This is an optimization exercise on Yosys and OpenROAD, whose aim is small area, a short achievable clock period and few clock cycles per item, not a production implementation. Function was checked by simulation only, so behaviour that the tests miss may differ from the original.

## edhe_pixel
module edhe_pixel (
    input  wire        clk,
    input  wire        rst,
    input  wire        in_valid,
    output wire        in_ready,
    input  wire        in_first,    
    input  wire        in_w16,      
    input  wire        in_noise,    
    input  wire [15:0] in_tl,       
    input  wire [15:0] in_tr,       
    input  wire [15:0] in_bl,       
    input  wire [15:0] in_br,       
    input  wire [7:0]  in_wx,
    input  wire [7:0]  in_wy,
    input  wire [31:0] in_err,      
    input  wire [12:0] in_u,        
    output reg         out_valid,
    input  wire        out_ready,
    output reg  [15:0] out_q,       
    output reg  [31:0] out_a        
);
Size in the first run: about 370 flip-flops, ~55000 um^2 of cells after synthesis.
export LEC_CHECK = 0
export ABC_AREA = 1
export CAP_MARGIN = 10
export CORE_MARGIN = 2
export CORE_UTILIZATION = 60
export CTS_CLUSTER_DIAMETER = 160
export CTS_CLUSTER_SIZE = 24
export SLEW_MARGIN = 10
create_clock -name core_clock -period 190.0 [get_ports {clk}]
standard.sh (not shown) runs the stock make flow with config.mk's settings and CLKGATE_MAP_FILE= SYNTH_SCRIPT=/design/flow/synth_recipe.tcl, a recipe that flattens the netlist after the stock synthesis.
==> flow/flow/run.sh <==
#!/bin/bash
# The standard layout (the standard.sh: the same synthesis script and steps), with two
# settings changed:
#  - SYNTH_ARGS=-noabc: Yosys's generic synth skips its early "abc -fast" pass, which breaks
#    the hand-written full-adder chains apart; the technology mapping with abc afterwards is
#    unchanged, and so are the registers, their names and their cell types.
#  - the buffers placed on the input and output ports are plain buf_1 cells instead of the
#    delay buffers ORFS picks by default. Every port still gets its buffer.
set -euo pipefail
bash standard.sh "SYNTH_ARGS=-noabc" "BUFFER_PORTS_ARGS=-buffer_cell sky130_fd_sc_hd__buf_1" finish > standard_flow.log 2>&1
The first run completed with no timing, DRC or antenna violations.
Testbench counts at the start, summed over its fixed seeds: cycles 24,032, items 24,000.
Change:
Settings changed: CAP_MARGIN 10 to 20, GPL_TIMING_DRIVEN set to 0, SLEW_MARGIN 10 to 20.
Outcome: The new run completed with no timing, DRC or antenna violations; cell count came out higher by 3.4%; critical path depth is unchanged; global-route usage rose by 1.5 points; non-clock buffer count came out higher by 256; setup slack is worse by 0.041 ns; design area climbs by about 1.7%; via count climbs by about 3.6%; synthesized area is unchanged; register-to-register slack got worse by 0.16 ns; core utilization came out higher by 1.1 points.
Change:
Settings changed: CORE_UTILIZATION 60 to 70, CTS_CLUSTER_DIAMETER 160 to 150, CTS_CLUSTER_SIZE 24 to 30, GPL_TIMING_DRIVEN 0 to not set.
Effect: The changed run finished clean; core utilization rose by 9.6 points; synthesized area is unchanged; setup slack improved by 0.024 ns; sequential cell count does not change; clock-buffer cell count drops by 7; maximum frequency is about the same; critical path depth does not change; wire length decreases by 6.7%; non-clock buffer count fell by 261.

* * *

edhe_pixel again, from the RTL that the note above started with.
## edhe_pixel
module edhe_pixel (
    input  wire        clk,
    input  wire        rst,
    input  wire        in_valid,
    output wire        in_ready,
    input  wire        in_first,    
    input  wire        in_w16,      
    input  wire        in_noise,    
    input  wire [15:0] in_tl,       
    input  wire [15:0] in_tr,       
    input  wire [15:0] in_bl,       
    input  wire [15:0] in_br,       
    input  wire [7:0]  in_wx,
    input  wire [7:0]  in_wy,
    input  wire [31:0] in_err,      
    input  wire [12:0] in_u,        
    output reg         out_valid,
    input  wire        out_ready,
    output reg  [15:0] out_q,       
    output reg  [31:0] out_a        
);
clock: 190.0 ns
lec_check: 0
abc_area: 1
cap_margin: 20
core_margin: 2
core_utilization: 40
slew_margin: 20
Scripts as last shown in full above: flow/flow/run.sh
Testbench counts at the start, summed over its fixed seeds: cycles 24,032, items 24,000.
Next try:
--- a/flow/config.mk
+++ b/flow/config.mk
@@ -10,3 +10,3 @@
 export CORE_MARGIN = 2
-export CORE_UTILIZATION = 40
+export CORE_UTILIZATION = 60
 export SLEW_MARGIN = 20
Outcome: Wire length stays flat. Worst setup slack hardly moves. Fmax hardly moves. Final area drops slightly. Synthesized cell count does not change. Die area drops by a quarter to a third.
Next try:
--- a/flow/config.mk
+++ b/flow/config.mk
@@ -11,2 +11,4 @@
 export CORE_UTILIZATION = 60
+export CTS_CLUSTER_DIAMETER = 160
+export CTS_CLUSTER_SIZE = 28
 export SLEW_MARGIN = 20
Outcome: The changed run passed the timing, DRC and antenna checks. Worst setup slack improves by 0.0090 ns. Final cell count went down slightly. Fmax hardly moves. Global-route usage goes down by 0.33 points. Synthesized cell count does not change.

[static timing again, ports no longer ideal]
The results above use ideal ports. As a check the final layouts listed here were re-extracted and re-timed, cells and wires unchanged. Step 1 (the two cells are an assumption about what drives the block):
set clk [get_ports {clk}]
set_driving_cell -lib_cell sky130_fd_sc_hd__clkbuf_16 $clk
set_driving_cell -lib_cell sky130_fd_sc_hd__buf_2 [delete_from_list [all_inputs] $clk]
Step 2 also shifts input and output timing later by t, the mid clock arrival at the registers, as if the neighbouring blocks saw the same clock. Slacks: ideal ports / drivers / drivers and shift; pairs: ideal ports / drivers.
run	t, ns	setup slack, ns	hold slack, ns	pins driven straight from the clock port
the first run of note 1	0.653	150.885 / 150.813 / 150.742	0.424 / 0.424 / 0.424	1
the second run of note 1	0.661	150.844 / 150.773 / 150.651	0.421 / 0.421 / 0.421	1
the third run of note 1	0.645	150.868 / 150.795 / 150.748	0.429 / 0.429 / 0.429	1
the first run of note 2	0.691	150.864 / 150.787 / 150.899	0.417 / 0.417 / 0.417	1
the second run of note 2	0.686	150.863 / 150.792 / 150.728	0.415 / 0.415 / 0.415	1
the third run of note 2	0.649	150.872 / 150.795 / 150.764	0.428 / 0.428 / 0.428	1
After both steps setup and hold are still met in every run listed. For the second run of note 1, which loses most, drivers alone change the setup slack by -0.071 ns; drivers and shift together by -0.193 ns.
